Context: an optimization exercise on an open-source flow, tuned for small area. The choices shown serve that exercise and are no tape-out recipe.
Function was checked by simulation only, so behaviour that the tests miss may differ from the original.

==> v5: inputs <==
// updc
module updc (
    input             clk,
    input             rst,
    input             echo,
    input             btn1,
    input             btn2,
    input             adc_done,
    input      [11:0] adc_data,
    input             bus_en,
    input             bus_we,
    input      [7:0]  bus_addr,
    input      [31:0] bus_wdata,
    output            trig,
    output     [11:0] dac_out,
    output reg        dac_we,
    output            led1,
    output            led2,
    output            irq,
    output reg [31:0] bus_rdata
);
    localparam [14:0] IDLE_TICKS = 15'd30000;
    localparam [2:0] R_IDLE = 3'd0, R_TRIG_LOW = 3'd1, R_TRIG_HIGH = 3'd2,
                     R_WAIT_STALE = 3'd3, R_WAIT_RISE = 3'd4, R_COUNT = 3'd5,
                     R_CONVERT = 3'd6;
    localparam [3:0] SILENCE = 4'd8;
    reg        rng_done, rng_tmo, syn_done, seq_start, seq_done, vol_upd;
    reg        err_cmd, err_busy, err_lock;
    reg [8:0]  irq_en;
    reg [31:0] tmo;
    reg [31:0] dist_q;
    reg [31:0] pwcnt;
    reg [2:0]  rng_st;
    reg [31:0] rcnt;         
    reg [31:0] dacc;         
    reg [3:0]  drem;         
    reg        tmo_en;
    reg [31:0] tmo_left;
    reg        adc_pend;
    reg [11:0] adc_q;
    reg [11:0] adc_raw;
    reg        vol_ok;
    reg        firing;
    reg        mel_on;       
    reg [14:0] idle_cnt;
    reg [3:0]  snap_note;
    reg [1:0]  snap_oct;
    reg [3:0]  cur_note;
    reg [1:0]  cur_oct;
    reg        btn1_q, btn2_q;
    reg        fa, fdiv;
    reg [16:0] fx;           
    reg [7:0]  frem;         
    reg        fs, fup;      
    reg [4:0]  fq;
    reg [9:0]  fw;
    reg        ma, mdiv;
    reg [1:0]  mrep;
  ...
clock: 100.0 ns
lec_check: 0
cap_margin: 20
core_margin: 2
core_utilization: 40
place_density: 0.6
slew_margin: 20
standard.sh (not shown) runs the stock make flow with config.mk's settings and CLKGATE_MAP_FILE= SYNTH_SCRIPT=/design/flow/synth_recipe.tcl, a recipe that flattens the netlist after the stock synthesis.
==> flow/flow/run.sh <==
#!/bin/bash
# Standard layout with two changes: ports are buffered with the smallest
# buffer, and clock tree synthesis uses small buffers without dummy loads.
set -euo pipefail
export BUFFER_PORTS_ARGS="-buffer_cell sky130_fd_sc_hd__buf_1"
export CTS_ARGS="-sink_clustering_enable -repair_clock_nets -dont_use_dummy_load -buf_list sky130_fd_sc_hd__clkbuf_16 -sink_clustering_size 20 -sink_clustering_max_diameter 60"
bash standard.sh > run_standard.log 2>&1
==> v39 (differences from v5) <==
--- a/flow/design.v
+++ b/flow/design.v
@@ -82,35 +82,35 @@
     reg [31:0] pwcnt;
     reg [2:0]  rng_st;
     reg [31:0] rcnt;         
     reg [31:0] dacc;         
     reg [3:0]  drem;         
+    reg        dsat;         
     reg        tmo_en;
     reg [31:0] tmo_left;
     reg        adc_pend;
     reg [11:0] adc_q;
     reg [11:0] adc_raw;
     reg        vol_ok;
     reg        firing;
     reg        mel_on;       
-    reg [14:0] idle_cnt;
+    reg [14:0] idle_cnt;     
     reg [3:0]  snap_note;
     reg [1:0]  snap_oct;
     reg [3:0]  cur_note;
     reg [1:0]  cur_oct;
     reg        btn1_q, btn2_q;
     reg        fa, fdiv;
-    reg [16:0] fx;           
-    reg [7:0]  frem;         
+    reg [16:0] fxn;          
+    reg [7:0]  fremn;        
     reg        fs, fup;      
     reg [4:0]  fq;
     reg [9:0]  fw;
     reg        ma, mdiv;
     reg [1:0]  mrep;
     reg        ms, mup;
     reg [4:0]  mq;
-    reg [9:0]  mw;
     reg        lw;           
     reg [1:0]  dmode;        
     function [31:0] inc32(input [31:0] a, input cin);
         integer i; reg c;
         begin c = cin; for (i = 0; i < 32; i = i + 1) begin inc32[i] = a[i] ^ c; c = c & a[i]; end end
@@ -157,10 +157,33 @@
                 c = (a[i] & bi) | (c & (a[i] ^ bi));
             end
             add32s[32] = c;
         end
     endfunction
+    function [8:0] add8(input [7:0] a, input [7:0] b, input cin);
+        integer i; reg c;
+        begin
+            c = cin;
+            for (i = 0; i < 8; i = i + 1) begin
+                add8[i] = a[i] ^ b[i] ^ c;
+                c = (a[i] & b[i]) | (c & (a[i] ^ b[i]));
+            end
+            add8[8] = c;
+        end
+    endfunction
+    function [17:0] add17(input [16:0] a, input [1:0] b, input cin);
+        integer i; reg c, bi;
+        begin
+            c = cin;
+            for (i = 0; i < 17; i = i + 1) begin
+                bi = (i < 2) ? b[i] : 1'b0;
+                add17[i] = a[i] ^ bi ^ c;
+                c = (a[i] & bi) | (c & (a[i] ^ bi));
+            end
+            add17[17] = c;
+        end
+    endfunction
     function [8:0] sub8(input [7:0] a, input [7:0] b, input bin);
         integer i; reg w;
         begin
             w = bin;
             for (i = 0; i < 8; i = i + 1) begin
@@ -267,18 +290,18 @@
         endcase
     end
     wire       f_step  = fa && !firing;
     wire       fw_zero = (fw == 10'd0);
     wire       f_slot  = f_step && fw_zero;
-    wire [8:0] rem_d   = sub8(frem, c0, 1'b0);
+    wire [8:0] rem_d   = add8(fremn, c0, 1'b0);
     wire       rem_b   = rem_d[8];
-    wire [17:0] fx_d   = sub17(fx, c1, rem_b);
+    wire [17:0] fx_d   = add17(fxn, c1, rem_b);
     wire       f_nz    = !fx_d[17];           
     wire       fv_we   = f_slot && f_nz;
     wire       fv_done = f_slot && !f_nz;
     wire       f_wrap  = fs && !fup && (fq == 5'd2);    
-    wire       mw_zero = (mw == 10'd0);
+    wire       mw_zero = (idle_cnt[9:0] == 10'd0);
     wire       m_slot  = ma && mw_zero;
     wire       mv_we   = m_slot && (mrep != 2'd0);
     wire       m_done  = m_slot && (mrep == 2'd0);
     wire       m_wrap  = ms && !mup && (mq == 5'd2);
     wire st_trig_hi  = (rng_st == R_TRIG_HIGH);
@@ -302,22 +325,23 @@
     always @(posedge clk) begin
         adc_q    <= adc_data;
         tmo_left <= trig_end ? tmo : dec32(tmo_left);
         if (trig_end) tmo_en <= (tmo != 32'd0);
         rcnt <= rcnt_clr ? 32'd0 : inc32(rcnt, in_trig || cnt_step);
-        dacc <= dacc_clr ? 32'd0 : (dacc_sum[31:0] | {32{dacc_sum[32]}});
+        dacc <= dacc_clr ? 32'd0 : dacc_sum[31:0];
+        dsat <= !dacc_clr && (dsat || dacc_sum[32]);
         if (dacc_clr)
             drem <= 4'd0;
         else if (cnt_step && q_step)
             drem <= r9 ? 4'd0 : inc4(drem);
         if (fv_load) begin
             fdiv <= (vlevel == 2'd2);
-            fx   <= play_x;
-            frem <= 8'd0;
+            fxn   <= ~play_x;
+            fremn <= 8'hFF;
         end else if (fv_we && f_wrap) begin
-            fx   <= fx_d[16:0];
-            frem <= rem_b ? sub8(rem_d[7:0], 8'd96, 1'b0) : rem_d[7:0];
+            fxn   <= fx_d[16:0];
+            fremn <= rem_b ? add8(rem_d[7:0], 8'd96, 1'b0) : rem_d[7:0];
         end
         if (mv_load) begin
             mdiv <= (vlevel == 2'd2);
             mrep <= (mel_on && (cur_note == 4'd6)) ? 2'd2 : 2'd1;    
         end else if (mv_we && m_wrap) begin
@@ -353,11 +377,10 @@
             fa        <= 1'b0;
             fs        <= 1'b1; fup <= 1'b0; fq <= 5'd1;
             fw        <= 10'd0;
             ma        <= 1'b0;
             ms        <= 1'b1; mup <= 1'b0; mq <= 5'd1;
-            mw        <= 10'd0;
             dmode     <= 2'd0;
             dac_we    <= 1'b0;
         end else begin
             rng_done  <= (convert || tmo_fire) || (rng_done  && !(wr_status && bus_wdata[4]));
             rng_tmo   <= tmo_fire              || (rng_tmo   && !(wr_status && bus_wdata[5]));
@@ -387,11 +410,11 @@
                     end else begin
                         if (!echo) rng_st <= R_CONVERT;
                     end
                 end
                 R_CONVERT: begin
-                    dist_q <= dacc;
+                    dist_q <= dacc | {32{dsat}};
                     pwcnt  <= rcnt;
                     rng_st <= R_IDLE;
                 end
                 default: rng_st <= R_IDLE;
             endcase
@@ -404,11 +427,13 @@
             btn2_q  <= btn2;
             if (play_go) begin
                 cur_note <= c_note;
                 cur_oct  <= c_oct;
             end
-            idle_cnt <= (rearm_go || mel_exit) ? IDLE_TICKS : dec15(idle_cnt, !firing);
+            idle_cnt <= (rearm_go || mel_exit) ? IDLE_TICKS :
+                        mv_we ? {5'd0, per_m1} :
+                        dec15(idle_cnt, !firing || (ma && !mw_zero));
             if (expire) begin
                 firing  <= 1'b1;
                 if (play_go) begin
                     snap_note <= c_note;
                     snap_oct  <= c_oct;
@@ -431,11 +456,10 @@
             if (fv_we) {fs, fup, fq} <= step_pos(fs, fup, fq);
             fw <= fv_we ? per_m1 : dec10(fw, f_step && !fw_zero);
             if (mv_load)     ma <= 1'b1;
             else if (m_done) ma <= 1'b0;
             if (mv_we) {ms, mup, mq} <= step_pos(ms, mup, mq);
-            mw <= mv_we ? per_m1 : dec10(mw, ma && !mw_zero);
             if (fv_we)
                 dmode <= {fdiv, !fdiv};
             else if (mv_we)
                 dmode <= {mdiv, !mdiv};
             dac_we <= fv_we || mv_we;
@@ -480,10 +504,10 @@
                     ({32{sel[5]}}  & pwcnt) |
                     ({32{sel[6]}}  & {28'd0, mnote}) |
                     ({32{sel[7]}}  & {13'd0, adc_pend, vlevel, 4'd0, adc_raw}) |
                     ({32{sel[8]}}  & {26'd0, cur_oct, cur_note}) |
                     ({32{sel[9]}}  & {28'd0, btn2_q, btn1_q, oct_sel}) |
-                    ({32{sel[10]}} & {17'd0, idle_cnt}) |
+                    ({32{sel[10] && !firing}} & {17'd0, idle_cnt}) |
                     ({32{sel[11]}} & {20'd0, ma, firing, snap_oct, snap_note, mel_idx}) |
                     ({32{sel[12]}} & {15'd0, dac_we, 4'd0, dac_out});
     end
 endmodule
==> flow/flow/run.sh (replaced) <==
#!/bin/bash
# The standard layout (standard.sh, unchanged synthesis) with two changes:
# ports are buffered with the smallest buffer (buf_1), and clock tree synthesis
# clusters more flip-flops per clkbuf_16 and inserts no dummy loads.
set -euo pipefail
export BUFFER_PORTS_ARGS="-buffer_cell sky130_fd_sc_hd__buf_1"
export CTS_ARGS="-sink_clustering_enable -repair_clock_nets -dont_use_dummy_load -buf_list sky130_fd_sc_hd__clkbuf_16 -sink_clustering_size 28 -sink_clustering_max_diameter 80"
bash standard.sh > run_standard.log 2>&1
ABC_AREA = 1   (was default)
CORE_UTILIZATION = 65   (was 40)
PLACE_DENSITY = 0.8   (was 0.6)
==> run summary <==
Between v5 and v39, the lower worst setup slack is in v39 (gap 1100 ps). Against v39, the register-to-register slack of v5 is worse by 670 ps. In v39 the hold slack is higher than in v5, by 40 ps. Of v39 and v5, v39 has the higher first-iteration DRC count (gap 6.3%, measured against v5).

==> port drivers added, routing unchanged <==
The flow's constraints put no driver on any port. The routed layouts listed below were extracted and timed again, unchanged, in two steps.
Step 1 (the two cells are an assumption about what drives the block):
set clk [get_ports {clk}]
set_driving_cell -lib_cell sky130_fd_sc_hd__clkbuf_16 $clk
set_driving_cell -lib_cell sky130_fd_sc_hd__buf_2 [delete_from_list [all_inputs] $clk]
Step 2 times the ports against the registers' clock, not the clock port: input delays grow and output delays shrink by t, the midpoint of the rising clock arrivals with the driver on.
Three values: ideal, step 1, step 2; two values: the first two.
| run | t (ns) | setup WS [ns] | hold WS [ns] | cell pins on the clock port's net |
|---|---|---|---|---|
| v5 | 0.626 | 57.116 / 57.096 / 57.096 | 0.430 / 0.430 / 0.430 | 1 |
| v39 | 0.562 | 56.011 / 55.988 / 55.988 | 0.471 / 0.471 / 0.471 | 1 |
After both steps every run listed still meets setup and hold. For v39, which loses most, drivers alone change the setup slack by -0.023 ns; drivers and shift together by -0.023 ns.
